Context: an optimization exercise on an open-source flow, tuned for small area. The choices shown serve that exercise and are no tape-out recipe.
RTL that was checked went through simulation tests only; none was proved equivalent to the original.
Function not checked in run 3: the RTL went through the layout flow alone.
Power is estimated from default activity; no workload was simulated. No driver is modelled on the clock port, so clocking that relies on it looks cheaper here than on a real chip.

==> design/flow/design.v <==
module ixj_matcher (
    input        clk,
    input        rst,
    input  [4:0] ph,
    input        clr,          
    input        fin1,         
    input        p2,           
    input        nn,           
    input        step,
    input        rise,
    input        fall,
    input        clr_pre,
    input        clr_post,
    input        dur_we,       
    input        ctl_we,       
    input        ctl_en,
    input        ctl_oneshot,
    input        rd,           
    input  [2:0] seg,
    input        wbit,         
    output       o_wnom,
    output       o_delta,
    output       o_dur,
    output [2:0] state_o,
    output       en_o,
    output       oneshot_o,
    output reg   done,
    output       arm,        
    input  [5:0] sp_we,
    input  [5:0] sp_d,
    output [191:0] dd_o
);
    reg [2:0] state;
    reg       en;
    reg       oneshot;
    reg       arm_we;
    reg       clr_pend;
    assign state_o   = state;
    assign en_o      = en;
    assign oneshot_o = oneshot;
    wire       ph0 = (ph == 5'd0);
    wire       hi  = ph[4];
    wire [2:0] s     = clr_pre ? 3'd0 : state;
    wire [2:0] t     = state - 3'd1;
    wire [2:0] sel_b = rd ? seg : t;
    wire [2:0] sel_a = p2 ? t : (rd ? seg : s);
    reg  [31:0] wn [0:5];
    reg  [31:0] dd [0:5];
    wire [5:0] wn0, dd0, dd16, dd17;
    genvar k;
    generate
        for (k = 0; k < 6; k = k + 1) begin : g_tap
            assign wn0[k]  = wn[k][0];
            assign dd0[k]  = dd[k][0];
            assign dd16[k] = dd[k][16];
            assign dd17[k] = dd[k][17];
            assign dd_o[32*k +: 32] = dd[k];
        end
    endgenerate
    function sel6;
        input [5:0] v;
        input [2:0] i;
        begin
            sel6 = i[2] ? (i[0] ? v[5] : v[4]) : v[i[1:0]];
        end
    endfunction
    wire w_b = sel6(wn0, sel_b);     
    wire d_b = sel6(dd16, sel_b);    
    wire u_a = sel6(dd0, sel_a);     
    wire e_a = sel6(dd17, sel_a);    
    assign o_wnom  = w_b;
    assign o_delta = d_b;
    assign o_dur   = u_a;
    wire dx  = d_b & (ph < 5'd13);       
    wire ux  = u_a & ~hi;
    reg  c1, c2, c3, c4, c5;
    wire xa   = p2 ? ux : ~w_b;
    wire c1_i = ph0 ? ~p2 : c1;
    wire u    = nn ^ xa ^ c1_i;
    wire c2_i = ph0 ? 1'b0 : c2;
    wire lo   = u ^ dx ^ c2_i;
    wire nu   = ~u;
    wire c3_i = ph0 ? 1'b1 : c3;
    wire hs   = dx ^ nu ^ c3_i;
    wire nz_i = (ph0 ? 1'b0 : c4) | ux;
    reg  [2:0] r;
    wire       e   = e_a & (ph[3:0] != 4'd15);
    reg  [2:0] rw;
    always @(*) begin
        case (ph[1:0])
            2'd0: rw = 3'd1;
            2'd1: rw = 3'd2;
            2'd2: rw = 3'd4;
            default: rw = 3'd3;
        endcase
    end
    wire [3:0] rs  = {1'b0, r} + (e ? {1'b0, rw} : 4'd0);
    wire [2:0] rm  = (rs >= 4'd5) ? (rs[2:0] - 3'd5) : rs[2:0];
    wire rb   = (ph[3:2] == 2'd0) && (ph[1:0] != 2'd3) && r[ph[1:0]];
    wire nq   = e ^ rb ^ c2;
    wire q    = nq ^ c5 ^ c3;
    wire wsum = u;
    always @(posedge clk) begin
        c1 <= (nn & xa) | (nn & c1_i) | (xa & c1_i);
        if (p2) begin
            c2 <= hi & ((~e & (rb | c2)) | (rb & c2));
            c3 <= hi & ((q & c5) | (q & c3) | (c5 & c3));
            c4 <= hi & q;
            c5 <= hi & c4;
        end else begin
            c2 <= (u & dx) | (u & c2_i) | (dx & c2_i);
            c3 <= (dx & nu) | (dx & c3_i) | (nu & c3_i);
            c4 <= nz_i;
            c5 <= 1'b0;
        end
        if (!p2) r <= ph0 ? 3'd0 : (hi ? rm : r);
    end
    wire in_win = !lo && !hs;
    reg  [2:0] nstate;
    reg        nen;
    reg        arm_n;
    reg        armq;
    reg        chk;
    always @(*) begin
        nstate = s;
        nen    = en;
        done   = 1'b0;
        arm_n  = 1'b0;
        armq   = 1'b0;
        chk    = ((s == 3'd1 || s == 3'd3 || s == 3'd5) && fall) ||
                 ((s == 3'd2 || s == 3'd4 || s == 3'd6) && rise);
        if (step && en) begin
            if (s == 3'd0 && rise) begin
                armq = 1'b1;
            end else if (chk) begin
                if (!in_win) begin
                    nstate = 3'd0;
                end else if (s == 3'd6) begin
                    nstate = 3'd0;
                    done   = 1'b1;
                end else begin
                    armq = 1'b1;
                end
            end
            if (armq) begin
                if (!nz_i) begin
                    nstate = 3'd0;
                    done   = 1'b1;
                end else begin
                    nstate = s + 3'd1;
                    arm_n  = 1'b1;
                end
            end
            if (done && oneshot) nen = 1'b0;
        end
    end
    wire last = (ph == 5'd31);
    assign arm = arm_n;
    always @(posedge clk) begin
        if (rst) begin
            state    <= 3'd0;
            en       <= 1'b0;
            oneshot  <= 1'b0;
            arm_we   <= 1'b0;
            clr_pend <= 1'b0;
        end else if (fin1) begin
            if (ctl_we) begin
                en      <= ctl_en;
                oneshot <= ctl_oneshot;
                state   <= 3'd0;
            end else begin
                state <= (clr_post && !arm_n) ? 3'd0 : nstate;
                en    <= nen;
            end
            arm_we   <= arm_n;
            clr_pend <= clr_post && arm_n;
        end else if (p2 && last) begin
            arm_we   <= 1'b0;
            clr_pend <= 1'b0;
            if (clr_pend) state <= 3'd0;
        end
    end
    wire arm2 = p2 && arm_we;
    wire sp   = (ph[4:2] == 3'b111) && (ph[1:0] != 2'b00);    
    generate
        for (k = 0; k < 6; k = k + 1) begin : g_seg
            wire hit   = (state == k + 1);
            wire wn_we = clr || (arm2 && hit);
            wire dd_we = clr || (dur_we && seg == k && !hi) || (arm2 && hit && hi && !sp) ||
                         (sp && sp_we[k]);
            wire dd_d  = sp ? sp_d[k] : (!clr && (p2 ? q : wbit));
            wire wn_d  = !clr && wsum;
            always @(posedge clk) begin
                wn[k] <= {wn_we ? wn_d : wn[k][0], wn[k][31:1]};
                dd[k] <= {dd_we ? dd_d : dd[k][0], dd[k][31:1]};
            end
        end
    endgenerate
endmodule
module ixj_line (
    input             clk,
    input             rst,           
    input             cmd_valid,
    input      [31:0] cmd_word,
    output            cmd_ready,
    output reg        done,
    output     [31:0] rsp,
    output reg [1:0]  mode_wr_n,
    output     [1:0]  mode_wr_a,
    output     [1:0]  mode_wr_b,
    output            ringer,
    output            irq
);
    localparam [5:0] OP_NOP     = 6'h00, OP_TICK   = 6'h01, OP_LOCK    = 6'h02,
                     OP_UNLOCK  = 6'h03, OP_EVTRD  = 6'h04, OP_STATRD  = 6'h05,
                     OP_NOWRD   = 6'h06, OP_CADDUR = 6'h08, OP_CADCTL  = 6'h09,
                     OP_CADRD   = 6'h0A, OP_WINRD  = 6'h0B, OP_RSTART  = 6'h0C,
                     OP_RSTOP   = 6'h0D, OP_DAAHOOK= 6'h10, OP_DAACFG  = 6'h11,
                     OP_DAARD   = 6'h12;
    reg  [4:0] ph;
    reg        clr;         
    reg        run;         
    reg        p2;          
    wire       ph0  = (ph == 5'd0);
    wire       last = (ph == 5'd31);
    wire       hi   = ph[4];
    wire       idle = !clr && !p2;
    wire       p1   = run || (ph0 && cmd_valid && idle);
    wire       fin1 = run && last;
    assign cmd_ready = fin1;
    reg        lock;
    reg [7:0]  evt;
    reg [3:0]  fprev;
    reg        ring_act;
    reg [3:0]  slot;
    reg        ringer_r;
    reg [1:0]  mode;
    reg [1:0]  sh_sts;
    reg        wink_arm;
    reg        cid_pend;
    reg        sd_flag;     
    reg        rts_flag;    
    assign ringer = ringer_r;
    assign mode_wr_a = mode_wr_n[1] ? 2'd1 : mode;
    assign mode_wr_b = 2'd0;
    assign irq    = (evt != 8'd0);
    reg [31:0] now_l;       
    reg [31:0] sd_l;        
    reg [31:0] rts_l;       
    reg [31:0] wts_l;       
    reg [31:0] cid_l;       
    reg [31:0] rsp_l;       
    assign rsp = rsp_l;
    wire [31:0] w       = cmd_word;
    wire [5:0]  op      = w[31:26];
    wire [2:0]  f_idx   = w[25:23];
    wire [2:0]  f_seg   = w[22:20];
    wire [1:0]  f_which = w[19:18];
    wire [2:0]  f_sel   = w[25:23];
    wire idx_bad = (f_idx > 3'd4);
    wire seg_bad = (f_seg > 3'd5);
    reg [2:0] code;
    always @(*) begin
        code = 3'd0;
        case (op)
            OP_NOP, OP_LOCK, OP_UNLOCK, OP_EVTRD, OP_STATRD, OP_NOWRD, OP_RSTOP:
                if (w[25:0] != 26'd0) code = 3'd2;
            OP_TICK:
                if (w[25:10] != 16'd0) code = 3'd2;
            OP_CADDUR:
                if (w[19:16] != 4'd0 || idx_bad || seg_bad) code = 3'd2;
            OP_CADRD:
                if (w[19:0] != 20'd0 || idx_bad || seg_bad) code = 3'd2;
            OP_WINRD:
                if (w[17:0] != 18'd0 || idx_bad || seg_bad || f_which == 2'd3) code = 3'd2;
            OP_CADCTL:
                if (w[22:2] != 21'd0 || idx_bad) code = 3'd2;
            OP_RSTART:
                if (w[25:16] != 10'd0) code = 3'd2;
            OP_DAAHOOK:
                if (w[25:1] != 25'd0) code = 3'd2;
            OP_DAACFG:
                if (w[22:16] != 7'd0 || f_sel == 3'd0 || f_sel > 3'd3) code = 3'd2;
            OP_DAARD:
                if (w[22:0] != 23'd0 || f_sel == 3'd7) code = 3'd2;
            default:
                code = 3'd1;
        endcase
    end
    wire ok       = p1 && (code == 3'd0);
    wire is_tick  = (op == OP_TICK);
    wire tick_ok  = ok && is_tick;
    wire tick_run = tick_ok && !lock;
    wire [3:0] t_filt  = w[3:0];
    wire       t_rdet  = w[4];
    wire       t_vddok = w[5];
    wire       t_ringi = w[6];
    wire       t_cidi  = w[7];
    wire       t_cadi  = w[8];
    wire       t_cwsup = w[9];
    wire wbit = w[ph[3:0]];      
    reg  cn;
    wire now0 = now_l[0];
    wire cn_i = ph0 ? tick_ok : cn;
    wire nn   = now0 ^ cn_i;
    wire filt_run   = tick_run && !ring_act;
    wire daa_run    = tick_run;
    wire sleep_ring = daa_run && (mode == 2'd0) && t_ringi;
    wire m4_step    = daa_run && ((mode == 2'd1) || sleep_ring);
    reg  m4_clr_post;
    wire rd_rise = t_rdet & ~sh_sts[0];
    wire rd_fall = ~t_rdet & sh_sts[0];
    wire v_fall  = ~t_vddok & sh_sts[1];
    wire v_rise  = t_vddok & ~sh_sts[1];
    wire [4:0] m_step = {m4_step, {4{filt_run}}};
    wire [4:0] m_rise = {rd_rise, t_filt & ~fprev};
    wire [4:0] m_fall = {rd_fall, ~t_filt & fprev};
    wire [4:0] m_pre  = {sleep_ring, 4'd0};
    wire [4:0] m_post = {m4_clr_post, 4'd0};
    wire [4:0] m_arm;
    wire [4:0] m_done, m_wnom, m_delta, m_dur, m_en, m_oneshot;
    wire [2:0] m_state [0:4];
    wire       rd_m = !is_tick;
    wire [191:0] m_dd [0:4];
    wire [5:0]   m_spwe [0:4];
    wire [5:0]   m_spd  [0:4];
    genvar gi;
    generate
        for (gi = 0; gi < 5; gi = gi + 1) begin : g_m
            ixj_matcher u_m (
                .clk        (clk),
                .rst        (rst),
                .ph         (ph),
                .clr        (clr),
                .fin1       (fin1),
                .p2         (p2),
                .nn         (nn),
                .step       (m_step[gi]),
                .rise       (m_rise[gi]),
                .fall       (m_fall[gi]),
                .clr_pre    (m_pre[gi]),
                .clr_post   (m_post[gi]),
                .dur_we     (ok && op == OP_CADDUR && f_idx == gi),
                .ctl_we     (ok && op == OP_CADCTL && f_idx == gi),
                .ctl_en     (w[0]),
                .ctl_oneshot(w[1]),
                .rd         (rd_m),
                .seg        (f_seg),
                .wbit       (wbit),
                .o_wnom     (m_wnom[gi]),
                .o_delta    (m_delta[gi]),
                .o_dur      (m_dur[gi]),
                .state_o    (m_state[gi]),
                .en_o       (m_en[gi]),
                .oneshot_o  (m_oneshot[gi]),
                .done       (m_done[gi]),
                .arm        (m_arm[gi]),
                .sp_we      (m_spwe[gi]),
                .sp_d       (m_spd[gi]),
                .dd_o       (m_dd[gi])
            );
        end
    endgenerate
    wire [1:0] spj = ph[1:0] - 2'd1;            
    wire [17:0] w18 = w[17:0];
    reg  [5:0] wk;                               
    integer kk;
    always @(*) begin
        for (kk = 0; kk < 6; kk = kk + 1)
            wk[kk] = w18[3*kk + spj];
    end
    localparam [17:0] RINGTO0 = 18'd500, WINKTIME0 = 18'd20, CIDSETTLE0 = 18'd50;
    reg  [5:0] r_ringto, r_wink, r_cids;         
    always @(*) begin
        for (kk = 0; kk < 6; kk = kk + 1) begin
            r_ringto[kk] = RINGTO0[3*kk + spj];
            r_wink[kk]   = WINKTIME0[3*kk + spj];
            r_cids[kk]   = CIDSETTLE0[3*kk + spj];
        end
    end
    wire [2:0] isr_n = {t_cadi, t_cidi, t_ringi};
    wire err_we = p1 && ((code != 3'd0) || (ok && op == OP_STATRD));
    assign m_spwe[0] = {6{clr || (ok && op == OP_DAACFG && f_sel == 3'd2)}};
    assign m_spwe[1] = {6{clr || (ok && op == OP_DAACFG && f_sel == 3'd1)}};
    assign m_spwe[2] = {6{clr || (ok && op == OP_DAACFG && f_sel == 3'd3)}};
    assign m_spwe[3] = {6{clr || (ok && op == OP_RSTART)}};
    assign m_spwe[4] = {4'b1111, clr || tick_run, clr || err_we};
    assign m_spd[0]  = clr ? r_ringto : wk;
    assign m_spd[1]  = clr ? r_wink   : wk;
    assign m_spd[2]  = clr ? r_cids   : wk;
    assign m_spd[3]  = clr ? 6'd0     : wk;
    assign m_spd[4]  = clr ? 6'd0     : {4'd0, isr_n[spj], code[spj]};
    wire [5:0] th;
    assign th[0] = (ph < 5'd3);
    assign th[1] = (ph >= 5'd3)  && (ph < 5'd6);
    assign th[2] = (ph >= 5'd6)  && (ph < 5'd9);
    assign th[3] = (ph >= 5'd9)  && (ph < 5'd12);
    assign th[4] = (ph >= 5'd12) && (ph < 5'd15);
    assign th[5] = (ph == 5'd15);
    function fld;
        input [191:0] d;
        input [5:0]   t;
        begin
            fld = (t[0] & d[29]) | (t[1] & d[32+26]) | (t[2] & d[64+23]) |
                  (t[3] & d[96+20]) | (t[4] & d[128+17]) | (t[5] & d[160+14]);
        end
    endfunction
    wire f_ringto = fld(m_dd[0], th);
    wire f_wink   = fld(m_dd[1], th);
    wire f_cids   = fld(m_dd[2], th);
    wire f_bmap   = fld(m_dd[3], th);
    wire [191:0] dd4 = m_dd[4];
    wire f_err    = dd4[18];         
    wire f_isr    = dd4[32+27];      
    reg  cs;
    wire cs_i  = ph0 ? 1'b1 : cs;
    wire nsd   = ~sd_l[0];
    wire sd_df = nn ^ nsd ^ cs_i;
    reg  cc1, cc2;
    wire cc1_i = ph0 ? 1'b0 : cc1;
    wire cc2_i = ph0 ? 1'b1 : cc2;
    wire csx   = f_cids;
    wire k50   = (ph == 5'd1) || (ph == 5'd4) || (ph == 5'd5);
    wire kadd  = (p2 || op == OP_RSTART) ? k50 : csx;
    wire cadd  = nn ^ kadd ^ cc1_i;
    wire s50   = cadd;
    wire cidn  = t_cidi ? cadd : cid_l[0];
    wire ncid  = ~cidn;
    wire cid_df = nn ^ ncid ^ cc2_i;
    reg  ct1, ct2;
    wire ct1_i = ph0 ? (!is_tick && f_which == 2'd0) : ct1;
    wire ct2_i = ph0 ? 1'b1 : ct2;
    wire conv  = (mode == 2'd2);
    wire tbase = conv ? (v_fall ? nn : wts_l[0])
                      : ((sleep_ring || rd_rise || rd_fall) ? nn : rts_l[0]);
    wire tcfg  = conv ? f_wink : f_ringto;
    wire wr_sub = (f_which == 2'd0);
    wire wn_s   = m_wnom[f_idx];
    wire dl_s   = m_delta[f_idx] & (ph < 5'd13);
    wire dl_x   = wr_sub ? ~dl_s : ((f_which == 2'd2) ? dl_s : 1'b0);
    wire ta    = is_tick ? tbase : wn_s;
    wire tb    = is_tick ? tcfg : dl_x;
    wire tsum  = ta ^ tb ^ ct1_i;
    wire wsum  = tsum;
    wire ntsum = ~tsum;
    wire t_df  = nn ^ ntsum ^ ct2_i;
    always @(posedge clk) begin
        cn  <= now0 & cn_i;
        cs  <= (nn & nsd) | (nn & cs_i) | (nsd & cs_i);
        cc1 <= (nn & kadd) | (nn & cc1_i) | (kadd & cc1_i);
        cc2 <= (nn & ncid) | (nn & cc2_i) | (ncid & cc2_i);
        ct1 <= (ta & tb) | (ta & ct1_i) | (tb & ct1_i);
        ct2 <= (nn & ntsum) | (nn & ct2_i) | (ntsum & ct2_i);
    end
    wire need2 = tick_run && ((m_arm != 5'd0) || ring_act || rts_we);
    wire slot_reached = !sd_df;      
    wire cid_reached  = !cid_df;
    wire tmr_reached  = !t_df;
    reg  [1:0]  mode_n;
    reg  [1:0]  wr_n, wr_a, wr_b;
    reg         wink_arm_n;
    reg         cid_pend_n;
    reg  [7:4]  daa_evt;
    reg         rts_we;
    always @(*) begin
        mode_n      = mode;
        wr_n        = 2'd0;
        wr_a        = 2'd0;
        wr_b        = 2'd0;
        wink_arm_n  = wink_arm;
        cid_pend_n  = cid_pend;
        daa_evt     = 4'd0;
        m4_clr_post = 1'b0;
        rts_we      = 1'b0;
        if (daa_run) begin
            if (t_cidi) cid_pend_n = 1'b1;
            if (cid_pend_n && cid_reached) begin
                cid_pend_n = 1'b0;
                daa_evt[5] = 1'b1;
            end
            if (t_cadi) daa_evt[7] = 1'b1;
            if (sleep_ring) begin
                mode_n = 2'd1;
                wr_n   = 2'd1;
                wr_a   = 2'd1;
                rts_we = 1'b1;
            end
            if (mode_n == 2'd1) begin
                if (rd_rise || rd_fall) rts_we = 1'b1;
                if (m_done[4]) begin
                    daa_evt[4] = 1'b1;
                    rts_we     = 1'b1;
                end else if (tmr_reached) begin
                    mode_n      = 2'd0;
                    m4_clr_post = 1'b1;
                    if (wr_n == 2'd0) begin
                        wr_n = 2'd1;
                        wr_a = 2'd0;
                    end else begin
                        wr_n = 2'd2;
                        wr_b = 2'd0;
                    end
                end
            end else if (mode_n == 2'd2) begin
                if (v_fall) wink_arm_n = 1'b1;
                if (v_rise) wink_arm_n = 1'b0;
                if (wink_arm_n && tmr_reached) begin
                    daa_evt[6] = 1'b1;
                    mode_n     = 2'd0;
                    wink_arm_n = 1'b0;
                    wr_n       = 2'd1;
                    wr_a       = 2'd0;
                end
            end
        end else if (ok && op == OP_DAAHOOK) begin
            if (w[0]) begin
                if (mode != 2'd2) begin
                    if (mode == 2'd1) m4_clr_post = 1'b1;
                    mode_n = 2'd2;
                    wr_n   = 2'd1;
                    wr_a   = 2'd2;
                end
            end else if (mode == 2'd2) begin
                wink_arm_n = 1'b0;
                mode_n     = 2'd0;
                wr_n       = 2'd1;
                wr_a       = 2'd0;
            end
        end
    end
    wire [13:0] stat  = {f_err, f_err, f_err, 1'b1, irq, lock, slot, ringer_r, ring_act, mode};
    wire [8:0]  dstat = {cid_pend, wink_arm, sh_sts, f_isr, f_isr, f_isr, mode};
    wire        prev_s = (f_idx == 3'd4) ? sh_sts[0] : fprev[f_idx[1:0]];
    wire [5:0]  cadhi = {prev_s, m_oneshot[f_idx], m_en[f_idx], m_state[f_idx]};
    reg rd_we, rbit;
    always @(*) begin
        rd_we = 1'b1;
        rbit  = 1'b0;
        case (op)
            OP_LOCK:   rbit = ph0 & lock;
            OP_EVTRD:  rbit = (ph[4:3] == 2'd0) & evt[ph[2:0]];
            OP_STATRD: rbit = (ph < 5'd14) & stat[ph[3:0]];
            OP_NOWRD:  rbit = now0;
            OP_CADRD:  rbit = hi ? ((ph[3:0] < 4'd6) & cadhi[ph[2:0]]) : m_dur[f_idx];
            OP_WINRD:  rbit = wsum;
            OP_DAARD:
                case (f_sel)
                    3'd0: rbit = (ph < 5'd9) & dstat[ph[3:0]];
                    3'd1: rbit = f_wink;
                    3'd2: rbit = f_ringto;
                    3'd3: rbit = f_cids;
                    3'd4: rbit = rts_l[0];
                    3'd5: rbit = wts_l[0];
                    default: rbit = cid_l[0];
                endcase
            default:   rd_we = 1'b0;
        endcase
        rd_we = rd_we && ok;
    end
    wire now_d = clr ? (ph >= 5'd12) : nn;
    wire sd_we = (ok && op == OP_RSTART) || (p2 && sd_flag);
    wire sd_d  = sd_we ? s50 : sd_l[0];
    wire rts_d = (p2 && rts_flag) ? nn : rts_l[0];
    wire wts_d = (daa_run && conv && v_fall) ? nn : wts_l[0];
    wire cid_d = (daa_run && t_cidi) ? cadd : cid_l[0];
    wire rsp_d = rd_we ? rbit : rsp_l[0];
    always @(posedge clk) begin
        now_l <= {now_d, now_l[31:1]};
        sd_l  <= {!clr && sd_d,  sd_l[31:1]};
        rts_l <= {!clr && rts_d, rts_l[31:1]};
        wts_l <= {!clr && wts_d, wts_l[31:1]};
        cid_l <= {!clr && cid_d, cid_l[31:1]};
        rsp_l <= {!clr && rsp_d, rsp_l[31:1]};
    end
    always @(posedge clk) begin
        if (rst) begin
            ph        <= 5'd0;
            clr       <= 1'b1;
            run       <= 1'b0;
            p2        <= 1'b0;
            done      <= 1'b0;
            lock      <= 1'b0;
            evt       <= 8'd0;
            fprev     <= 4'd0;
            ring_act  <= 1'b0;
            slot      <= 4'd15;
            ringer_r  <= 1'b0;
            mode      <= 2'd0;
            sh_sts    <= 2'd0;
            wink_arm  <= 1'b0;
            cid_pend  <= 1'b0;
            sd_flag   <= 1'b0;
            rts_flag  <= 1'b0;
            mode_wr_n <= 2'd0;
        end else begin
            ph   <= ph + 5'd1;
            if (last) clr <= 1'b0;
            run  <= p1 && !last;
            done <= (fin1 && !need2) || (p2 && last);
            if (p2 && last) p2 <= 1'b0;
            if (p2 && ring_act && !hi && ph[3:0] == slot)
                ringer_r <= f_bmap & ringer_r;
            if (fin1) begin
                p2        <= need2;
                sd_flag   <= 1'b0;
                rts_flag  <= rts_we;
                mode_wr_n <= wr_n;
                mode     <= mode_n;
                wink_arm <= wink_arm_n;
                cid_pend <= cid_pend_n;
                if (ok) begin
                    case (op)
                        OP_TICK: begin
                            if (!lock) begin
                                if (ring_act) begin
                                    ringer_r <= ~t_cwsup;
                                    if (slot_reached) begin
                                        slot    <= slot - 4'd1;
                                        sd_flag <= 1'b1;
                                    end
                                end else begin
                                    fprev <= t_filt;
                                end
                                evt    <= evt | {daa_evt, m_done[3:0]};
                                sh_sts <= {t_vddok, t_rdet};
                            end
                        end
                        OP_LOCK:    lock <= 1'b1;
                        OP_UNLOCK:  lock <= 1'b0;
                        OP_EVTRD:   evt  <= 8'd0;
                        OP_RSTART: begin
                            ring_act <= 1'b1;
                            slot     <= 4'd15;
                            ringer_r <= 1'b0;
                        end
                        OP_RSTOP: begin
                            ring_act <= 1'b0;
                            ringer_r <= 1'b0;
                            slot     <= 4'd15;
                        end
                        default: ;
                    endcase
                end
            end
        end
    end
endmodule
==> design/flow/run.sh <==
#!/bin/bash
# synth_recipe.tcl (not shown) runs the flow's synth.tcl, then flattens the netlist and writes it again
# the make line also repeats each setting of config.mk as NAME=value (left out here)
make -C /OpenROAD-flow-scripts/flow DESIGN_CONFIG=/design/flow/config.mk WORK_HOME=/design/flow/orfs CLKGATE_MAP_FILE= SYNTH_SCRIPT=/design/flow/synth_recipe.tcl finish
==> design/flow/config.mk <==
export PLATFORM = sky130hd
export DESIGN_NAME = ixj_line
export DESIGN_NICKNAME = ixj_line
export VERILOG_FILES = /design/flow/design.v
export SDC_FILE = /design/flow/constraint.sdc
export NUM_CORES = 8
export LEC_CHECK = 0
export ABC_AREA = 1
export CAP_MARGIN = 10
export CORE_MARGIN = 2
export CORE_UTILIZATION = 60
export CTS_CLUSTER_DIAMETER = 100
export CTS_CLUSTER_SIZE = 30
export PLACE_DENSITY = 0.7
export SLEW_MARGIN = 10
==> design/flow/constraint.sdc <==
create_clock -name core_clock -period 30.0 [get_ports {clk}]
set_input_delay 6.0000 -clock core_clock [delete_from_list [all_inputs] [get_ports {clk}]]
set_output_delay 6.0000 -clock core_clock [all_outputs]
set_load 0.01 [all_outputs]
==> out/qor.yml, run 1 <==
status: "finished clean"
path_max_fanout: 30
holdPathStages: 0
min_from: "g_m[4].u_m.wn[1][7]"
post_synth.cell_area_avg_sq_um: 13.2
dieArea_sq_um: 94100
drtAntennaViolNets: 0
placed_area_sq_um: 57200
cellLeakagePower_uw: 0.0241
slew_headroom_pct: 11.6
cts_sinks: 2227
yosys_warnings: 4
endpoint_kind: "flop"
cts.root.buffer_cell: "clkbuf_16"
power_density_nw_per_um2: 77.3
drive_gt1_share_pct: 4.87
io_buffers: 74
cp-start-kind: "primary input"
grt_pass1_vias: 27200
clk_latency_ps: 740
viasPerCell: 5.17
post_drt_wl_per_cell_um: 21.8
synthFlopType: "dfxtp_1"
whs_endpoint: "g_m[4].u_m.wn[1][6]"
yosysSeqAreaShare_pct: 81.4
fmax_mhz: 86.7
ys_seq_elements: 2227
grt_overflow: 0
slowest_delay_ps: 570
rsz0062_at_grt: "no"
gp_congestion: 1.03
finalHoldViolCount: 0
dp_hpwl_mm: 84.8
path_common_cell: "nand2_1"
cts_tree: "yes"
drt-total-wl_mm: 120
fillers: 6666
criticalPathCategory: "in2reg"
dp.cells: 5396
worstReg2RegEnd: "p2"
area_growth_pct: 8.68
drtPass1Iterations: 6
cp.required_ps: 30690
postCtsHoldBufs: 0
reg2regPathDepth: 34
r2r_slack_ps: 23830
grt_usage_pct: 25.5
tns_ps: 0
worst_slew_pin_slew_ps: 1330
top_level_ports: 77
cap_violations: 0
slowest_stage: "fa_1"
fp-row-count: 111
seqCellArea_sq_um: 44700
nets: 4440
holdWs_ps: 312
drv_slew: 0
setup_viol: 0
cts_max_path_buffers: 3
final_area_sq_um: 59700
drt_iter0_markers: 2688
cts_buffers: 88
synth-edff-count: 15
die_x_um: 307
postCtsSetupRepairBufs: 0
coreArea_sq_um: 91200
fin_crit_ps: 11540
initial_utilization_pct: 60.3
vias: 28500
period_share_pct: 38.5
r2r-start: "ph[0]"
synth_cells: 4160
antenna_found_initial: 13
ir_worst_vdd_uv: 83.1
drc: 0
hp-class: "reg2reg"
worst_clock_skew_ps: 53.0
path_clk_slew_ps: 110
grt_pass1_wl_mm: 175
ys_types: 64
grt_start_max_net_pins: 58
cp.arrival_ps: 12230
htreeDepth: 3
fin_cells: 5506
syn-cell-area_sq_um: 55000
async_reset_ff_share_pct: 0
cts_resized: 0
multiInputGateArea_sq_um: 8890
die_h_um: 307
==> how the worst max path moves through the flow <==
| stage | from | end | slack (ps) | cells past startpoint |
|---|---|---|---|---|
| final | cmd_word[27] | p2 | 18460 | 29 |
| after global routing | cmd_word[27] | p2 | 18030 | 37 |
| after CTS | cmd_word[27] | p2 | 18660 | 37 |
| after detailed placement | cmd_word[27] | p2 | 17910 | 37 |
| after global placement | cmd_word[27] | p2 | 17950 | 37 |
| after floorplan | cmd_word[7] | p2 | 19760 | 29 |
==> cell families after synthesis <==
logic type	Yosys count	synth area share, %
adder cells (fa/ha/maj)	105	2.80
flip-flops	2227	81.4
other	1	0.00682
XOR/XNOR	14	0.223
AO/OA/AOI/OAI	577	6.18
AND/OR/NAND/NOR	869	6.83
buffers and inverters	363	2.52
multiplexers	4	0.0751
==> sequential cells by signal, indices dropped and copies added, names as in the netlist, 4 cells and up <==
name             cells
evt                  8
g_m.u_m.c3           5
g_m.u_m.wn         960
g_m.u_m.state       15
slot                 4
g_m.u_m.en           5
g_m.u_m.arm_we       5
wts_l               32
g_m.u_m.oneshot      5
rts_l               32
fprev                4
g_m.u_m.dd         960
g_m.u_m.c1           5
g_m.u_m.c2           5
ph                   5
rsp_l               32
g_m.u_m.r           15
now_l               32
cid_l               32
sd_l                32
g_m.u_m.c4           5
g_m.u_m.c5           5
==> per-stage QoR <==
stage	utilization (%)	setup WS [ps]	power, uW
2_1_floorplan	-	19760	3190
3_3_place_gp	62.7	17950	3270
3_5_place_dp	62.7	17910	3270
4_1_cts	65.5	18660	4650
5_1_grt	65.5	18030	4770
6_report	65.5	18460	4620
==> synthesized netlist by cell type (11+ instances only) <==
master	n	area, sq um
nand3_1	119	596
o31ai_1	14	105
edfxtp_1	15	450
o22ai_1	27	169
o21ai_0	197	986
inv_1	286	1070
inv_2	16	60.1
or2_2	11	68.8
a211oi_1	18	135
nor2_1	281	1050
o211ai_1	39	293
a31oi_1	35	219
nor3_1	45	225
clkbuf_1	39	146
ha_1	75	938
dfxtp_1	2212	44300
a21oi_1	159	796
nand2_1	358	1340
o21ai_1	19	95.1
nor2_2	11	68.8
fa_1	30	601
==> critical path: cells and delay by family <==
kind / cells / cell delay, ps
compound gates: 8 / 1380
fa+ha+maj: 2 / 1110
simple gates: 12 / 2490
buf+inv: 7 / 1240
==> layout make-up <==
class                   instances  area share, %
flip-flops and latches       2227           74.9
multi-input cells            1571           14.9
clock buffers                  89           3.71
well taps                    1186           2.48
inverters                     308           1.93
repair buffers                104           1.62
clock inverters                15          0.484
diodes                          6         0.0251
==> per-layer routing <==
| metal | vias up | global-route usage, % | wire length [um] |
|---|---|---|---|
| met3 | 259 | 4.66 | 8550 |
| met4 | 8 | 11.7 | 5550 |
| met1 | 13600 | 36.9 | 55600 |
| li1 | 13600 | - | - |
| met5 | - | 0 | 50 |
| met2 | 1033 | 37.5 | 50100 |
==> power by group <==
group | switching, uW | internal, uW | total (uW)
combinational | 152 | 71.1 | 223
clock | 852 | 554 | 1410
sequential | 9.94 | 2980 | 2990
==> placed cells by master, fill, tap and decap left out, types with 74 or more instances in the layout <==
cell,instances
dfxtp_1,2212
nand2_1,358
inv_1,285
nor2_1,281
o21ai_0,196
a21oi_1,158
nand3_1,119
clkbuf_16,88
ha_1,75
clkdlybuf4s50_1,74
==> run 2, diff against run 1 <==
==> design/flow/flow/run.sh (new file) <==
#!/bin/bash
# Own layout flow: the standard layout (standard.sh) with three changes.
#  1. Synthesis maps the logic with the area recipe in abc_min_area.script. Every
#     other synthesis step is synth_recipe.tcl's, so the registers keep the standard
#     synthesis's names and cells (abc maps combinational logic only).
#  2. Port buffers are sky130_fd_sc_hd__buf_1.
#  3. Clock tree synthesis inserts no dummy loads.
# Each step writes its full output to a log of its own here (synth.log, layout.log);
# ORFS's per-stage logs are under orfs/logs/.
set -euo pipefail
flowdir=$(cd "$(dirname "${BASH_SOURCE[0]}")" && pwd)
work=$(pwd)
{
  printf 'set ::own_abc_script {%s}\n' "$flowdir/abc_min_area.script"
  cat "$flowdir/abc_wrap.tcl"
  cat synth_recipe.tcl
} > own_synth.tcl
sed "s#SYNTH_SCRIPT=[^ ]*#SYNTH_SCRIPT=$work/own_synth.tcl#" standard.sh > own_standard.sh
grep -q "SYNTH_SCRIPT=$work/own_synth.tcl" own_standard.sh
export BUFFER_PORTS_ARGS="-buffer_cell sky130_fd_sc_hd__buf_1"
export CTS_ARGS="-sink_clustering_enable -repair_clock_nets -dont_use_dummy_load -sink_clustering_size 30 -sink_clustering_max_diameter 100"
bash own_standard.sh synth > synth.log 2>&1
bash own_standard.sh > layout.log 2>&1
==> design/flow/flow/abc_min_area.script (new file) <==
strash
ifraig
dc2
strash
dch
map -a
mfs2
strash
dch
map -a
==> design/flow/flow/abc_wrap.tcl (new file) <==
# abc as ORFS's synth.tcl calls it, with its -script replaced by the own flow's.
proc abc {args} {
  set i [lsearch -exact $args -script]
  if { $i >= 0 } {
    lset args [expr { $i + 1 }] $::own_abc_script
  }
  yosys abc {*}$args
}
==> design/flow/standard.sh (new file) <==
#!/bin/bash
# synth_recipe.tcl (not shown) runs the flow's synth.tcl, then flattens the netlist and writes it again
# the make line also repeats each setting of config.mk as NAME=value (left out here)
make -C /OpenROAD-flow-scripts/flow DESIGN_CONFIG=/design/flow/config.mk WORK_HOME=/design/flow/orfs CLKGATE_MAP_FILE= SYNTH_SCRIPT=/design/flow/synth_recipe.tcl "${@:-finish}"
--- a/design/flow/config.mk
+++ b/design/flow/config.mk
@@ -10,6 +10,4 @@
 export CORE_MARGIN = 2
 export CORE_UTILIZATION = 60
-export CTS_CLUSTER_DIAMETER = 100
-export CTS_CLUSTER_SIZE = 30
 export PLACE_DENSITY = 0.7
 export SLEW_MARGIN = 10
removed: design/flow/run.sh
==> out/qor.yml, run 2 <==
crit_start: "cmd_word[26]"  # was cmd_word[27]
ys_seq_elements: 2227  # unchanged
drt-total-wl_mm: 113  # was 120 mm
die_x_um: 304  # was 307 um
grt_overflow: 0  # unchanged
holdWs_ps: 276  # was 312 ps
coreArea_sq_um: 88600  # was 91200 sq um
initial_utilization_pct: 60.7  # was 60.3%
antenna_found_initial: 13  # unchanged
reg2regPathDepth: 39  # was 34
final_common_cell: "dfxtp_1"  # unchanged
status: "finished clean"  # unchanged
fillers: 6405  # was 6666
clk_latency_ps: 710  # was 740 ps
grt_pass1_wl_mm: 162  # was 175 mm
whs_endpoint: "g_m[4].u_m.dd[4][14]"  # was g_m[4].u_m.wn[1][6]
syn-cell-area_sq_um: 53800  # was 55000 sq um
grt_usage_pct: 24.5  # was 25.5%
cts_resized: 0  # unchanged
fmax_mhz: 70.5  # was 86.7 MHz
grt_pass1_vias: 25500  # was 27200
synthFlopType: "dfxtp_1"  # unchanged
power_density_nw_per_um2: 77.9  # was 77.3 nW/um^2
nets: 4255  # was 4440
setup_viol: 0  # unchanged
drc: 0  # unchanged
fin_crit_ps: 14180  # was 11540 ps
r2r-start: "ph[0]"  # unchanged
criticalPathCategory: "in2reg"  # unchanged
min_from: "g_m[4].u_m.dd[4][15]"  # was g_m[4].u_m.wn[1][7]
cp.arrival_ps: 14680  # was 12230 ps
sw_frac_of_total_pct: 21.0  # was 22.0%
drive_gt1_share_pct: 3.77  # was 4.87%
finalHoldViolCount: 0  # unchanged
rsz0062_at_grt: "no"  # unchanged
cellLeakagePower_uw: 0.0224  # was 0.0241 uW
post_synth.cell_area_avg_sq_um: 13.8  # was 13.2 sq um
yosysSeqAreaShare_pct: 83.1  # was 81.4%
fin_cells: 5281  # was 5506
worst_slew_pin_slew_ps: 1310  # was 1330 ps
drv_slew: 0  # unchanged
worst_clock_skew_ps: 97.7  # was 53.0 ps
slew_headroom_pct: 12.0  # was 11.6%
htreeDepth: 3  # unchanged
io_buffers: 74  # unchanged
holdPathStages: 0  # unchanged
path_clk_slew_ps: 100  # was 110 ps
cp.required_ps: 30510  # was 30690 ps
r2r_slack_ps: 21340  # was 23830 ps
synth_top_family_by_area: "compound AO/OA/AOI/OAI gates"  # was simple AND/OR/NAND/NOR gates
tns_ps: 0  # unchanged
worstReg2RegEnd: "p2"  # unchanged
p_comb_share_pct: 4.6  # was 4.8%
cts_sinks: 2227  # unchanged
cts_tree: "yes"  # unchanged
cp_num_cells: 42  # was 29
yosysTopAreaCell: "dfxtp_1"  # unchanged
ys_types: 47  # was 64
top_regs: "g_m.u_m.dd: 960 flops, g_m.u_m.wn: 960 flops"  # unchanged
yosys.area.top_type_share_pct: 82.3  # was 80.5%
hp-class: "reg2reg"  # unchanged
postCtsHoldBufs: 0  # unchanged
synthAdderAreaFrac_pct: 2.86  # was 2.80%
path_common_cell: "clkinv_1"  # was nand2_1
drt_iter0_markers: 2463  # was 2688
synth-edff-count: 15  # unchanged
synth_xor_area_share_pct: 0.260  # was 0.223%
crit_buf_inv: 13  # was 7
synth_common_cells: "dfxtp_1, nor2_1, clkinv_1"  # was dfxtp_1, nand2_1, inv_1
cp-start-kind: "primary input"  # unchanged
top_level_ports: 77  # unchanged
yosys_warnings: 4  # unchanged
muxShareOfSynthArea_pct: 0  # was 0.0751%
clkPwrFrac_pct: 29.4  # was 30.5%
layout_common_cells: "dfxtp_1, nor2_1, clkinv_1"  # was dfxtp_1, nand2_1, inv_1
fp-row-count: 109  # was 111
endpoint_kind: "flop"  # unchanged
async_reset_ff_share_pct: 0  # unchanged
cts_buffers: 88  # unchanged
area_growth_pct: 7.97  # was 8.68%
synth-simple-area-share_pct: 5.24  # was 6.83%
path_max_fanout: 8  # was 30
period_share_pct: 47.3  # was 38.5%
drtAntennaViolNets: 0  # unchanged
power.internal_uw: 3570  # was 3600 uW
power_frac_seq_pct: 66.0  # was 64.7%
gp_congestion: 0.989  # was 1.03
switching_power_uw: 951  # was 1010 uW
cts_max_path_buffers: 3  # unchanged
yosysMostFrequentCell: "dfxtp_1"  # unchanged
crit_family: "compound AO/OA/AOI/OAI gates"  # was simple AND/OR/NAND/NOR gates
synth_compound_gate_area_share_pct: 6.72  # was 6.18%
drtPass1Iterations: 7  # was 6
cap_violations: 0  # unchanged
die_h_um: 304  # was 307 um
ir_worst_vdd_uv: 71.3  # was 83.1 uV
synthTopCellsByArea: "dfxtp_1, o21ai_0, a21oi_1"  # was dfxtp_1, nand2_1, inv_1
vias: 27000  # was 28500
post_drt_wl_per_cell_um: 21.3  # was 21.8 um
grt_start_max_net_pins: 47  # was 58
cts.root.buffer_cell: "clkbuf_16"  # unchanged
dp_hpwl_mm: 77.8  # was 84.8 mm
postCtsSetupRepairBufs: 0  # unchanged
synth_cells: 3914  # was 4160
dieArea_sq_um: 92100  # was 94100 sq um
slowest_delay_ps: 590  # was 570 ps
dp.cells: 5190  # was 5396
slowest_stage: "fa_1"  # unchanged
viasPerCell: 5.11  # was 5.17
## run 2: how the worst max path moves through the flow
stage	endpoint	slack, ps
after floorplan	p2	17410
after global placement	p2	15460
after detailed placement	p2	15420
after CTS	p2	16050
after global routing	p2	14920
final	p2	15820
## run 2: power groups by stage
stage,Clock (uW),Sequential [uW],Combinational (uW)
after floorplan,0,3050,136
after global placement,0,3050,198
after detailed placement,0,3060,204
after CTS,1360,2990,205
after global routing,1460,2990,232
final,1330,2990,208
## run 2: area by class of cell
| class | count | area, sq um | area share, % |
|---|---|---|---|
| diodes | 3 | 7.51 | 0.0129 |
| inverters | 254 | 953 | 1.64 |
| multi-input cells | 1432 | 8190 | 14.1 |
| clock buffers | 88 | 2200 | 3.79 |
| repair buffers | 112 | 564 | 0.971 |
| flip-flops and latches | 2227 | 44700 | 77.0 |
| well taps | 1165 | 1460 | 2.51 |
## run 2: worst register-to-register path, delay by kind of cell (launching register included)
family | cells | cell delay, ps
AO/OA/AOI/OAI | 10 | 2150
adder cells (fa/ha/maj) | 3 | 1380
buffers and inverters | 13 | 2260
flip-flops | 1 | 330
AND/OR/NAND/NOR | 13 | 2370
## run 2: per-layer routing
layer | track usage (%) | share of wire (%) | vias to the layer above
met5 | 0 | 0.035 | -
met4 | 10.4 | 4.3 | 6
met3 | 5.12 | 7.2 | 239
met2 | 36.1 | 42 | 884
met1 | 35.2 | 47 | 12800
li1 | - | - | 13100
## run 2: metrics by stage
step | cell area, sq um | util [%] | power, uW | setup WS [ps]
final | 58100 | 65.6 | 4520 | 15820
after floorplan | 53800 | - | 3190 | 17410
after global routing | 58100 | 65.5 | 4680 | 14920
after global placement | 55900 | 63.1 | 3250 | 15460
after CTS | 58100 | 65.5 | 4550 | 16050
after detailed placement | 55900 | 63.1 | 3260 | 15420
## run 2: cell families (layout without fill, tap and decap cells)
logic type	Yosys count	in the layout
compound gates	624	624
xor+xnor	16	16
fa+ha+maj	105	105
buf+inv	256	454
flops	2227	2227
other cells	1	5
simple gates	685	685
==> run 3, diff against run 2 <==
--- a/design/flow/design.v
+++ b/design/flow/design.v
@@ -42,5 +42,17 @@
     wire       hi  = ph[4];
     wire [2:0] s     = clr_pre ? 3'd0 : state;
-    wire [2:0] t     = state - 3'd1;
+    reg  [2:0] t;                     
+    always @(*) begin
+        case (state)
+            3'd1: t = 3'd0;
+            3'd2: t = 3'd1;
+            3'd3: t = 3'd2;
+            3'd4: t = 3'd3;
+            3'd5: t = 3'd4;
+            3'd6: t = 3'd5;
+            3'd7: t = 3'd6;
+            default: t = 3'd7;
+        endcase
+    end
     wire [2:0] sel_b = rd ? seg : t;
     wire [2:0] sel_a = p2 ? t : (rd ? seg : s);
@@ -72,5 +84,6 @@
     assign o_delta = d_b;
     assign o_dur   = u_a;
-    wire dx  = d_b & (ph < 5'd13);       
+    wire lt13 = !ph[4] && !(ph[3] && ph[2] && (ph[1] || ph[0]));    
+    wire dx  = d_b & lt13;                
     wire ux  = u_a & ~hi;
     reg  c1, c2, c3, c4, c5;
@@ -95,6 +108,23 @@
         endcase
     end
-    wire [3:0] rs  = {1'b0, r} + (e ? {1'b0, rw} : 4'd0);
-    wire [2:0] rm  = (rs >= 4'd5) ? (rs[2:0] - 3'd5) : rs[2:0];
+    reg  [2:0] rm;
+    always @(*) begin
+        rm = r;
+        if (e) begin
+            case ({r, ph[1:0]})
+                {3'd0, 2'd0}: rm = 3'd1;  {3'd0, 2'd1}: rm = 3'd2;
+                {3'd0, 2'd2}: rm = 3'd4;  {3'd0, 2'd3}: rm = 3'd3;
+                {3'd1, 2'd0}: rm = 3'd2;  {3'd1, 2'd1}: rm = 3'd3;
+                {3'd1, 2'd2}: rm = 3'd0;  {3'd1, 2'd3}: rm = 3'd4;
+                {3'd2, 2'd0}: rm = 3'd3;  {3'd2, 2'd1}: rm = 3'd4;
+                {3'd2, 2'd2}: rm = 3'd1;  {3'd2, 2'd3}: rm = 3'd0;
+                {3'd3, 2'd0}: rm = 3'd4;  {3'd3, 2'd1}: rm = 3'd0;
+                {3'd3, 2'd2}: rm = 3'd2;  {3'd3, 2'd3}: rm = 3'd1;
+                {3'd4, 2'd0}: rm = 3'd0;  {3'd4, 2'd1}: rm = 3'd1;
+                {3'd4, 2'd2}: rm = 3'd3;  {3'd4, 2'd3}: rm = 3'd2;
+                default: rm = 3'd0;
+            endcase
+        end
+    end
     wire rb   = (ph[3:2] == 2'd0) && (ph[1:0] != 2'd3) && r[ph[1:0]];
     wire nq   = e ^ rb ^ c2;
@@ -148,5 +178,12 @@
                     done   = 1'b1;
                 end else begin
-                    nstate = s + 3'd1;
+                    case (s)
+                        3'd0: nstate = 3'd1;
+                        3'd1: nstate = 3'd2;
+                        3'd2: nstate = 3'd3;
+                        3'd3: nstate = 3'd4;
+                        3'd4: nstate = 3'd5;
+                        default: nstate = 3'd6;
+                    endcase
                     arm_n  = 1'b1;
                 end
@@ -258,6 +295,6 @@
     wire [1:0]  f_which = w[19:18];
     wire [2:0]  f_sel   = w[25:23];
-    wire idx_bad = (f_idx > 3'd4);
-    wire seg_bad = (f_seg > 3'd5);
+    wire idx_bad = f_idx[2] && (f_idx[1] || f_idx[0]);    
+    wire seg_bad = f_seg[2] && f_seg[1];                   
     reg [2:0] code;
     always @(*) begin
@@ -281,5 +318,5 @@
                 if (w[25:1] != 25'd0) code = 3'd2;
             OP_DAACFG:
-                if (w[22:16] != 7'd0 || f_sel == 3'd0 || f_sel > 3'd3) code = 3'd2;
+                if (w[22:16] != 7'd0 || f_sel == 3'd0 || f_sel[2]) code = 3'd2;
             OP_DAARD:
                 if (w[22:0] != 23'd0 || f_sel == 3'd7) code = 3'd2;
@@ -391,11 +428,18 @@
     assign m_spd[3]  = clr ? 6'd0     : wk;
     assign m_spd[4]  = clr ? 6'd0     : {4'd0, isr_n[spj], code[spj]};
-    wire [5:0] th;
-    assign th[0] = (ph < 5'd3);
-    assign th[1] = (ph >= 5'd3)  && (ph < 5'd6);
-    assign th[2] = (ph >= 5'd6)  && (ph < 5'd9);
-    assign th[3] = (ph >= 5'd9)  && (ph < 5'd12);
-    assign th[4] = (ph >= 5'd12) && (ph < 5'd15);
-    assign th[5] = (ph == 5'd15);
+    reg  [5:0] th;
+    always @(*) begin
+        th = 6'd0;
+        if (!ph[4]) begin
+            case (ph[3:0])
+                4'd0, 4'd1, 4'd2:    th = 6'b000001;
+                4'd3, 4'd4, 4'd5:    th = 6'b000010;
+                4'd6, 4'd7, 4'd8:    th = 6'b000100;
+                4'd9, 4'd10, 4'd11:  th = 6'b001000;
+                4'd12, 4'd13, 4'd14: th = 6'b010000;
+                default:             th = 6'b100000;
+            endcase
+        end
+    end
     function fld;
         input [191:0] d;
@@ -437,5 +481,6 @@
     wire wr_sub = (f_which == 2'd0);
     wire wn_s   = m_wnom[f_idx];
-    wire dl_s   = m_delta[f_idx] & (ph < 5'd13);
+    wire lt13   = !ph[4] && !(ph[3] && ph[2] && (ph[1] || ph[0]));
+    wire dl_s   = m_delta[f_idx] & lt13;
     wire dl_x   = wr_sub ? ~dl_s : ((f_which == 2'd2) ? dl_s : 1'b0);
     wire ta    = is_tick ? tbase : wn_s;
@@ -540,11 +585,11 @@
             OP_LOCK:   rbit = ph0 & lock;
             OP_EVTRD:  rbit = (ph[4:3] == 2'd0) & evt[ph[2:0]];
-            OP_STATRD: rbit = (ph < 5'd14) & stat[ph[3:0]];
+            OP_STATRD: rbit = !ph[4] && !(ph[3] && ph[2] && ph[1]) && stat[ph[3:0]];
             OP_NOWRD:  rbit = now0;
-            OP_CADRD:  rbit = hi ? ((ph[3:0] < 4'd6) & cadhi[ph[2:0]]) : m_dur[f_idx];
+            OP_CADRD:  rbit = hi ? (!ph[3] && !(ph[2] && ph[1]) && cadhi[ph[2:0]]) : m_dur[f_idx];
             OP_WINRD:  rbit = wsum;
             OP_DAARD:
                 case (f_sel)
-                    3'd0: rbit = (ph < 5'd9) & dstat[ph[3:0]];
+                    3'd0: rbit = !ph[4] && !(ph[3] && (ph[2] || ph[1] || ph[0])) && dstat[ph[3:0]];
                     3'd1: rbit = f_wink;
                     3'd2: rbit = f_ringto;
@@ -558,5 +603,5 @@
         rd_we = rd_we && ok;
     end
-    wire now_d = clr ? (ph >= 5'd12) : nn;
+    wire now_d = clr ? (ph[4] || (ph[3] && ph[2])) : nn;    
     wire sd_we = (ok && op == OP_RSTART) || (p2 && sd_flag);
     wire sd_d  = sd_we ? s50 : sd_l[0];
==> out/qor.yml, run 3 <==
fin_crit_ps: 15710  # was 14180 ps
multiInputGateArea_sq_um: 8010  # was 8190 sq um
path_common_cell: "nor2_1"  # was clkinv_1
cts_max_path_buffers: 3  # unchanged
htreeDepth: 3  # unchanged
antenna_found_initial: 11  # was 13
cap_violations: 0  # unchanged
r2r_slack_ps: 19120  # was 21340 ps
top_regs: "g_m.u_m.dd: 960 flops, g_m.u_m.wn: 960 flops"  # unchanged
coreArea_sq_um: 88600  # unchanged
drv_slew: 0  # unchanged
dieArea_sq_um: 92100  # about the same
slew_headroom_pct: 21.0  # was 12.0%
fmax_mhz: 63.7  # was 70.5 MHz
final_common_cell: "dfxtp_1"  # unchanged
grt_usage_pct: 27.6  # was 24.5%
synth_cells: 3978  # was 3914
worst_clock_skew_ps: 108  # was 97.7 ps
tns_ps: 0  # unchanged
async_reset_ff_share_pct: 0  # unchanged
synth_common_cells: "dfxtp_1, nor2_1, clkinv_1"  # unchanged
cts_buffers: 87  # was 88
dp_hpwl_mm: 87.9  # was 77.8 mm
post_drt_wl_per_cell_um: 23.9  # was 21.3 um
fin_total_pwr_uw: 4490  # was 4520 uW
io_buffers: 74  # unchanged
cts.root.buffer_cell: "clkbuf_16"  # unchanged
postCtsHoldBufs: 0  # unchanged
yosysTopAreaCell: "dfxtp_1"  # unchanged
power_frac_seq_pct: 66.6  # was 66.0%
viasPerCell: 5.23  # was 5.11
switching_power_uw: 943  # was 951 uW
synthFlopType: "dfxtp_1"  # unchanged
drt_iter0_markers: 2830  # was 2463
cp-start-kind: "primary input"  # unchanged
die_x_um: 303  # was 304 um
post_synth.cell_area_avg_sq_um: 13.5  # was 13.8 sq um
layout_common_cells: "dfxtp_1, nor2_1, clkinv_1"  # unchanged
sw_frac_of_total_pct: 21.0  # about the same
power.internal_uw: 3550  # was 3570 uW
worst_slew_pin_slew_ps: 1180  # was 1310 ps
fillers: 6267  # was 6405
ir_worst_vdd_uv: 66.1  # was 71.3 uV
criticalPathCategory: "in2reg"  # unchanged
cp.required_ps: 30630  # was 30510 ps
cts_sinks: 2233  # was 2227
path_max_fanout: 10  # was 8
cts_tree: "yes"  # unchanged
rsz0062_at_grt: "no"  # unchanged
cp.arrival_ps: 16330  # was 14680 ps
top_level_ports: 77  # unchanged
vias: 27900  # was 27000
slowest_stage: "nor2_1"  # was fa_1
die_h_um: 303  # was 304 um
clkPwrFrac_pct: 29.9  # was 29.4%
yosys_warnings: 4  # unchanged
path_clk_slew_ps: 100  # about the same
seqCellArea_sq_um: 44900  # was 44700 sq um
hp-class: "reg2reg"  # unchanged
grt_pass1_vias: 27000  # was 25500
fp-row-count: 109  # unchanged
synth-edff-count: 15  # unchanged
cts_resized: 0  # unchanged
drc: 0  # unchanged
endpoint_kind: "flop"  # unchanged
clk_latency_ps: 700  # was 710 ps
cellLeakagePower_uw: 0.0222  # was 0.0224 uW
gp_congestion: 1.02  # was 0.989
ys_types: 48  # was 47
ys_seq_elements: 2233  # was 2227
yosys.area.top_type_share_pct: 82.5  # was 82.3%
finalHoldViolCount: 0  # unchanged
slowest_delay_ps: 610  # was 590 ps
initial_utilization_pct: 60.7  # about the same
area_growth_pct: 7.82  # was 7.97%
setup_viol: 0  # unchanged
status: "finished clean"  # unchanged
grt_pass1_wl_mm: 181  # was 162 mm
synthTopCellsByArea: "dfxtp_1, nor2_1, o21ai_0"  # was dfxtp_1, o21ai_0, a21oi_1
drtPass1Iterations: 7  # unchanged
drive_gt1_share_pct: 3.67  # was 3.77%
power_density_nw_per_um2: 77.4  # was 77.9 nW/um^2
yosysMostFrequentCell: "dfxtp_1"  # unchanged
drt-total-wl_mm: 128  # was 113 mm
nets: 4268  # was 4255
yosysSeqAreaShare_pct: 83.3  # was 83.1%
drtAntennaViolNets: 0  # unchanged
p_comb_share_pct: 3.5  # was 4.6%
holdWs_ps: 292  # was 276 ps
grt_start_max_net_pins: 48  # was 47
grt_overflow: 0  # unchanged
period_share_pct: 52.4  # was 47.3%
syn-cell-area_sq_um: 53800  # about the same
postCtsSetupRepairBufs: 0  # unchanged
==> run 3: worst max-delay path: cells and delay by family <==
family,cells,cell delay (ps)
adder cells (fa/ha/maj),2,1070
AND/OR/NAND/NOR,15,4630
AO/OA/AOI/OAI,11,2570
buffers and inverters,10,2030
==> run 3: kinds of logic after synthesis <==
family	share of synthesized area, %
flops	83.4
simple gates	6.01
compound gates	6.85
buf+inv	1.84
fa+ha+maj	1.70
xor+xnor	0.244
other cells	0.00697
==> run 3: power by group through the flow <==
stage | Combinational, uW | Clock, uW | Sequential, uW
2_1_floorplan | 91.4 | 0 | 3060
3_3_place_gp | 151 | 0 | 3060
3_5_place_dp | 151 | 0 | 3060
4_1_cts | 153 | 1370 | 2990
5_1_grt | 169 | 1460 | 2990
6_report | 158 | 1340 | 2990
==> run 3: path summary, 6_finish.rpt <==
check                         to                start  cells after the start
min reg2reg  g_m[2].u_m.dd[4][5]  g_m[2].u_m.dd[4][6]                      0
min          g_m[2].u_m.dd[4][5]  g_m[2].u_m.dd[4][6]                      0
max          g_m[4].u_m.state[2]         cmd_word[24]                     38
max reg2reg  g_m[4].u_m.state[2]                ph[0]                     38
==> run 3: layout make-up <==
cell class / count / area share (%)
Sequential cell: 2233 / 77.3
Multi-Input combinational cell: 1484 / 13.8
Clock buffer: 87 / 3.75
Tap cell: 1165 / 2.51
Inverter: 260 / 1.68
Timing Repair Buffer: 109 / 0.932
Antenna cell: 3 / 0.0129
==> run 3: per-stage QoR <==
stage	area (sq um)	std cells	utilization, %	setup WS, ps
6_report	58000	5341	65.4	14290
5_1_grt	58000	5338	65.4	13680
4_1_cts	58000	5338	65.4	14610
3_5_place_dp	55800	5251	63.0	13890
3_3_place_gp	55800	5251	63.0	14230
2_1_floorplan	53800	3979	-	17100
==> run 3: per-layer routing <==
metal	share of wire [%]	up-vias	GRT usage, %
li1	-	13300	-
met4	4.8	16	11.9
met3	7.3	284	5.45
met2	43	1056	41.2
met5	0.080	-	0
met1	45	13200	39.6
==> run 4, diff against run 3 <==
--- a/design/flow/design.v
+++ b/design/flow/design.v
@@ -17,5 +17,5 @@
     input        ctl_oneshot,
     input        rd,           
-    input  [2:0] seg,
+    input  [2:0] seg,          
     input        wbit,         
     output       o_wnom,
@@ -55,6 +55,5 @@
         endcase
     end
-    wire [2:0] sel_b = rd ? seg : t;
-    wire [2:0] sel_a = p2 ? t : (rd ? seg : s);
+    wire [2:0] idx   = rd ? seg : (clr_pre ? 3'd7 : t);
     reg  [31:0] wn [0:5];
     reg  [31:0] dd [0:5];
@@ -77,8 +76,8 @@
         end
     endfunction
-    wire w_b = sel6(wn0, sel_b);     
-    wire d_b = sel6(dd16, sel_b);    
-    wire u_a = sel6(dd0, sel_a);     
-    wire e_a = sel6(dd17, sel_a);    
+    wire w_b = sel6(wn0, idx);       
+    wire d_b = sel6(dd16, idx);      
+    wire u_a = sel6(dd0, idx);       
+    wire e_a = sel6(dd17, idx);      
     assign o_wnom  = w_b;
     assign o_delta = d_b;
@@ -178,13 +177,5 @@
                     done   = 1'b1;
                 end else begin
-                    case (s)
-                        3'd0: nstate = 3'd1;
-                        3'd1: nstate = 3'd2;
-                        3'd2: nstate = 3'd3;
-                        3'd3: nstate = 3'd4;
-                        3'd4: nstate = 3'd5;
-                        default: nstate = 3'd6;
-                    endcase
-                    arm_n  = 1'b1;
+                    arm_n  = 1'b1;       
                 end
             end
@@ -207,5 +198,5 @@
                 state   <= 3'd0;
             end else begin
-                state <= (clr_post && !arm_n) ? 3'd0 : nstate;
+                state <= arm_n ? s : (clr_post ? 3'd0 : nstate);
                 en    <= nen;
             end
@@ -215,5 +206,17 @@
             arm_we   <= 1'b0;
             clr_pend <= 1'b0;
-            if (clr_pend) state <= 3'd0;
+            if (arm_we) begin
+                if (clr_pend) state <= 3'd0;
+                else begin
+                    case (state)
+                        3'd0: state <= 3'd1;
+                        3'd1: state <= 3'd2;
+                        3'd2: state <= 3'd3;
+                        3'd3: state <= 3'd4;
+                        3'd4: state <= 3'd5;
+                        default: state <= 3'd6;
+                    endcase
+                end
+            end
         end
     end
@@ -222,5 +225,5 @@
     generate
         for (k = 0; k < 6; k = k + 1) begin : g_seg
-            wire hit   = (state == k + 1);
+            wire hit   = (state == k);      
             wire wn_we = clr || (arm2 && hit);
             wire dd_we = clr || (dur_we && seg == k && !hi) || (arm2 && hit && hi && !sp) ||
@@ -358,5 +361,17 @@
     wire [4:0] m_done, m_wnom, m_delta, m_dur, m_en, m_oneshot;
     wire [2:0] m_state [0:4];
-    wire       rd_m = !is_tick;
+    wire       rd_m = p1 && !is_tick;
+    reg  [2:0] segm1;
+    always @(*) begin
+        case (f_seg)
+            3'd0: segm1 = 3'd5;
+            3'd1: segm1 = 3'd0;
+            3'd2: segm1 = 3'd1;
+            3'd3: segm1 = 3'd2;
+            3'd4: segm1 = 3'd3;
+            default: segm1 = 3'd4;
+        endcase
+    end
+    wire [2:0] seg_i = (op == OP_CADDUR || op == OP_CADRD) ? segm1 : f_seg;
     wire [191:0] m_dd [0:4];
     wire [5:0]   m_spwe [0:4];
@@ -383,5 +398,5 @@
                 .ctl_oneshot(w[1]),
                 .rd         (rd_m),
-                .seg        (f_seg),
+                .seg        (seg_i),
                 .wbit       (wbit),
                 .o_wnom     (m_wnom[gi]),
@@ -428,18 +443,11 @@
     assign m_spd[3]  = clr ? 6'd0     : wk;
     assign m_spd[4]  = clr ? 6'd0     : {4'd0, isr_n[spj], code[spj]};
-    reg  [5:0] th;
-    always @(*) begin
-        th = 6'd0;
-        if (!ph[4]) begin
-            case (ph[3:0])
-                4'd0, 4'd1, 4'd2:    th = 6'b000001;
-                4'd3, 4'd4, 4'd5:    th = 6'b000010;
-                4'd6, 4'd7, 4'd8:    th = 6'b000100;
-                4'd9, 4'd10, 4'd11:  th = 6'b001000;
-                4'd12, 4'd13, 4'd14: th = 6'b010000;
-                default:             th = 6'b100000;
-            endcase
-        end
-    end
+    wire [5:0] th;
+    assign th[0] = (ph == 5'd0)  || (ph == 5'd1)  || (ph == 5'd2);
+    assign th[1] = (ph == 5'd3)  || (ph == 5'd4)  || (ph == 5'd5);
+    assign th[2] = (ph == 5'd6)  || (ph == 5'd7)  || (ph == 5'd8);
+    assign th[3] = (ph == 5'd9)  || (ph == 5'd10) || (ph == 5'd11);
+    assign th[4] = (ph == 5'd12) || (ph == 5'd13) || (ph == 5'd14);
+    assign th[5] = (ph == 5'd15);
     function fld;
         input [191:0] d;
--- a/design/flow/flow/run.sh
+++ b/design/flow/flow/run.sh
@@ -19,5 +19,5 @@
 grep -q "SYNTH_SCRIPT=$work/own_synth.tcl" own_standard.sh
 export BUFFER_PORTS_ARGS="-buffer_cell sky130_fd_sc_hd__buf_1"
-export CTS_ARGS="-sink_clustering_enable -repair_clock_nets -dont_use_dummy_load -sink_clustering_size 30 -sink_clustering_max_diameter 100"
+export CTS_ARGS="-sink_clustering_enable -repair_clock_nets -dont_use_dummy_load -buf_list sky130_fd_sc_hd__clkbuf_8 -sink_clustering_size 16 -sink_clustering_max_diameter 70"
 bash own_standard.sh synth > synth.log 2>&1
 bash own_standard.sh > layout.log 2>&1
==> out/qor.yml, run 4 <==
endpoint_kind: "flop"  # unchanged
nets: 4312  # was 4268
fin_crit_ps: 14380  # was 15710 ps
grt_pass1_vias: 26200  # was 27000
status: "finished clean"  # unchanged
tns_ps: 0  # unchanged
gp_congestion: 1.00  # was 1.02
finalHoldViolCount: 0  # unchanged
die_x_um: 303  # about the same
dp_hpwl_mm: 85.3  # was 87.9 mm
grt_start_max_net_pins: 49  # was 48
post_drt_wl_per_cell_um: 21.9  # was 23.9 um
hp-class: "reg2reg"  # unchanged
post_synth.cell_area_avg_sq_um: 13.5  # about the same
slowest_delay_ps: 770  # was 610 ps
initial_utilization_pct: 60.5  # was 60.7%
ir_worst_vdd_uv: 77.3  # was 66.1 uV
dieArea_sq_um: 91500  # was 92100 sq um
coreArea_sq_um: 88400  # was 88600 sq um
path_max_fanout: 10  # unchanged
synth-edff-count: 15  # unchanged
crit_start: "cmd_word[3]"  # was cmd_word[24]
ys_seq_elements: 2227  # was 2233
area_growth_pct: 8.06  # was 7.82%
synth_cells: 3953  # was 3978
cts_tree: "yes"  # unchanged
async_reset_ff_share_pct: 0  # unchanged
worst_clock_skew_ps: 71.8  # was 108 ps
synth_common_cells: "dfxtp_1, nor2_1, nand2_1"  # was dfxtp_1, nor2_1, clkinv_1
layout_common_cells: "dfxtp_1, nor2_1, nand2_1"  # was dfxtp_1, nor2_1, clkinv_1
path_clk_slew_ps: 120  # was 100 ps
grt_overflow: 0  # unchanged
final_common_cell: "dfxtp_1"  # unchanged
htreeDepth: 4  # was 3
cts_sinks: 2227  # was 2233
io_buffers: 74  # unchanged
period_share_pct: 47.9  # was 52.4%
drt-total-wl_mm: 119  # was 128 mm
cts_buffers: 160  # was 87
yosysMostFrequentCell: "dfxtp_1"  # unchanged
grt_usage_pct: 25.9  # was 27.6%
criticalPathCategory: "in2reg"  # unchanged
slew_headroom_pct: 4.43  # was 21.0%
cp.arrival_ps: 15140  # was 16330 ps
ys_types: 44  # was 48
path_common_cell: "clkinv_1"  # was nor2_1
rsz0062_at_grt: "no"  # unchanged
cellLeakagePower_uw: 0.0221  # was 0.0222 uW
viasPerCell: 5.17  # was 5.23
grt_pass1_wl_mm: 169  # was 181 mm
yosys_warnings: 4  # unchanged
critical_path.endpoint: "g_m[4].u_m.state[0]"  # was g_m[4].u_m.state[2]
slowest_stage: "nor4_1"  # was nor2_1
fp-row-count: 109  # unchanged
drtPass1Iterations: 6  # was 7
synthFlopType: "dfxtp_1"  # unchanged
reg2regPathDepth: 28  # was 38
antenna_found_initial: 20  # was 11
cts_resized: 0  # unchanged
worst_slew_pin_slew_ps: 1430  # was 1180 ps
postCtsHoldBufs: 0  # unchanged
drtAntennaViolNets: 0  # unchanged
top_regs: "g_m.u_m.dd: 960 flops, g_m.u_m.wn: 960 flops"  # unchanged
vias: 28000  # was 27900
syn-cell-area_sq_um: 53500  # was 53800 sq um
setup_viol: 0  # unchanged
cap_violations: 0  # unchanged
yosysTopAreaCell: "dfxtp_1"  # unchanged
clk_latency_ps: 840  # was 700 ps
fin_cells: 5402  # was 5341
yosysSeqAreaShare_pct: 83.7  # was 83.3%
drt_iter0_markers: 2516  # was 2830
drv_slew: 0  # unchanged
cts.root.buffer_cell: "clkbuf_8"  # was clkbuf_16
cp.required_ps: 30760  # was 30630 ps
r2r-start: "ph[3]"  # was ph[0]
postCtsSetupRepairBufs: 0  # unchanged
worstReg2RegEnd: "mode_wr_n[0]"  # was g_m[4].u_m.state[2]
drc: 0  # unchanged
die_h_um: 303  # about the same
synthTopCellsByArea: "dfxtp_1, a21oi_1, nor2_1"  # was dfxtp_1, nor2_1, o21ai_0
drive_gt1_share_pct: 5.32  # was 3.67%
top_level_ports: 77  # unchanged
dp.cells: 5232  # was 5251
power_density_nw_per_um2: 75.3  # was 77.4 nW/um^2
cp-start-kind: "primary input"  # unchanged
r2r_slack_ps: 20710  # was 19120 ps
fin_total_pwr_uw: 4350  # was 4490 uW
yosys.area.top_type_share_pct: 82.8  # was 82.5%
fmax_mhz: 69.5  # was 63.7 MHz
cts_max_path_buffers: 3  # unchanged
[run 4: critical path: cells and delay by family]
family,cells,cell delay [ps]
AO/OA/AOI/OAI,11,2280
buffers and inverters,10,2030
AND/OR/NAND/NOR,16,3660
adder cells (fa/ha/maj),2,1150
[run 4: power by group]
group	switching [uW]	internal (uW)	total (uW)
clock network	802	478	1280
logic	74.4	26.9	101
registers	6.70	2960	2970
total	883	3470	4350
[run 4: area by class of cell]
class	count	area, sq um
antenna	9	22.5
timing repair buffer	116	598
multi-input combinational	1479	7830
tap	1165	1460
inverter	246	923
fill	6381	30600
clock buffer	160	2200
sequential	2227	44700
[run 4: how the worst min path moves through the flow]
stage	from	slack (ps)	cells after the start	endpoint
2_1_floorplan	cid_l[1]	310	0	cid_l[0]
3_3_place_gp	g_m[4].u_m.wn[0][4]	310	0	g_m[4].u_m.wn[0][3]
3_5_place_dp	g_m[3].u_m.dd[3][19]	310	0	g_m[3].u_m.dd[3][18]
4_1_cts	g_m[2].u_m.wn[4][30]	280	0	g_m[2].u_m.wn[4][29]
5_1_grt	g_m[0].u_m.wn[0][26]	280	0	g_m[0].u_m.wn[0][25]
6_report	g_m[2].u_m.wn[4][30]	280	0	g_m[2].u_m.wn[4][29]
[run 4: metal layers]
metal  track usage [%]  vias up  routed length (um)
met1              36.6    13000               53600
li1                  -    13400                   -
met2              36.4     1211               47700
met3              8.61      301               11800
met5                 0        -                 111
met4              11.8       18                5300
[run 4: logic make-up after synthesis]
group	Yosys count	share of synthesized area [%]
simple gates	771	5.94
flops	2227	83.7
buf+inv	248	1.76
fa+ha+maj	47	1.45
xor+xnor	12	0.197
other cells	1	0.00701
compound gates	647	6.98
[run 4: stage by stage]
stage	util, %	worst slack (ps)	hold WS (ps)	area [sq um]
2_1_floorplan	-	16830	310	53500
3_3_place_gp	62.8	15130	310	55500
3_5_place_dp	62.8	15080	312	55500
4_1_cts	65.3	15960	283	57700
5_1_grt	65.4	14920	282	57800
6_report	65.4	15620	280	57800

## re-timing with driven ports
How much do the figures lean on ideal ports? The routed layouts below were timed once more, with nothing changed but the port constraints. Step 1 assumes that a clkbuf_16 drives the clock port and a buf_2 every other input. Step 2 also shifts input and output timing later by t, the mid clock arrival at the registers, as if the neighbouring blocks saw the same clock. Three values: ideal ports, drivers, drivers and shift; two values: the first two.
run	shift t [ns]	setup WS [ns]
run 1	0.784	18.460 / 18.499 / 17.715
run 2	0.722	15.825 / 15.868 / 15.146
run 3	0.732	14.294 / 14.305 / 13.574
run 4	0.875	15.619 / 15.633 / 14.758
After both steps every run listed still meets setup and hold.
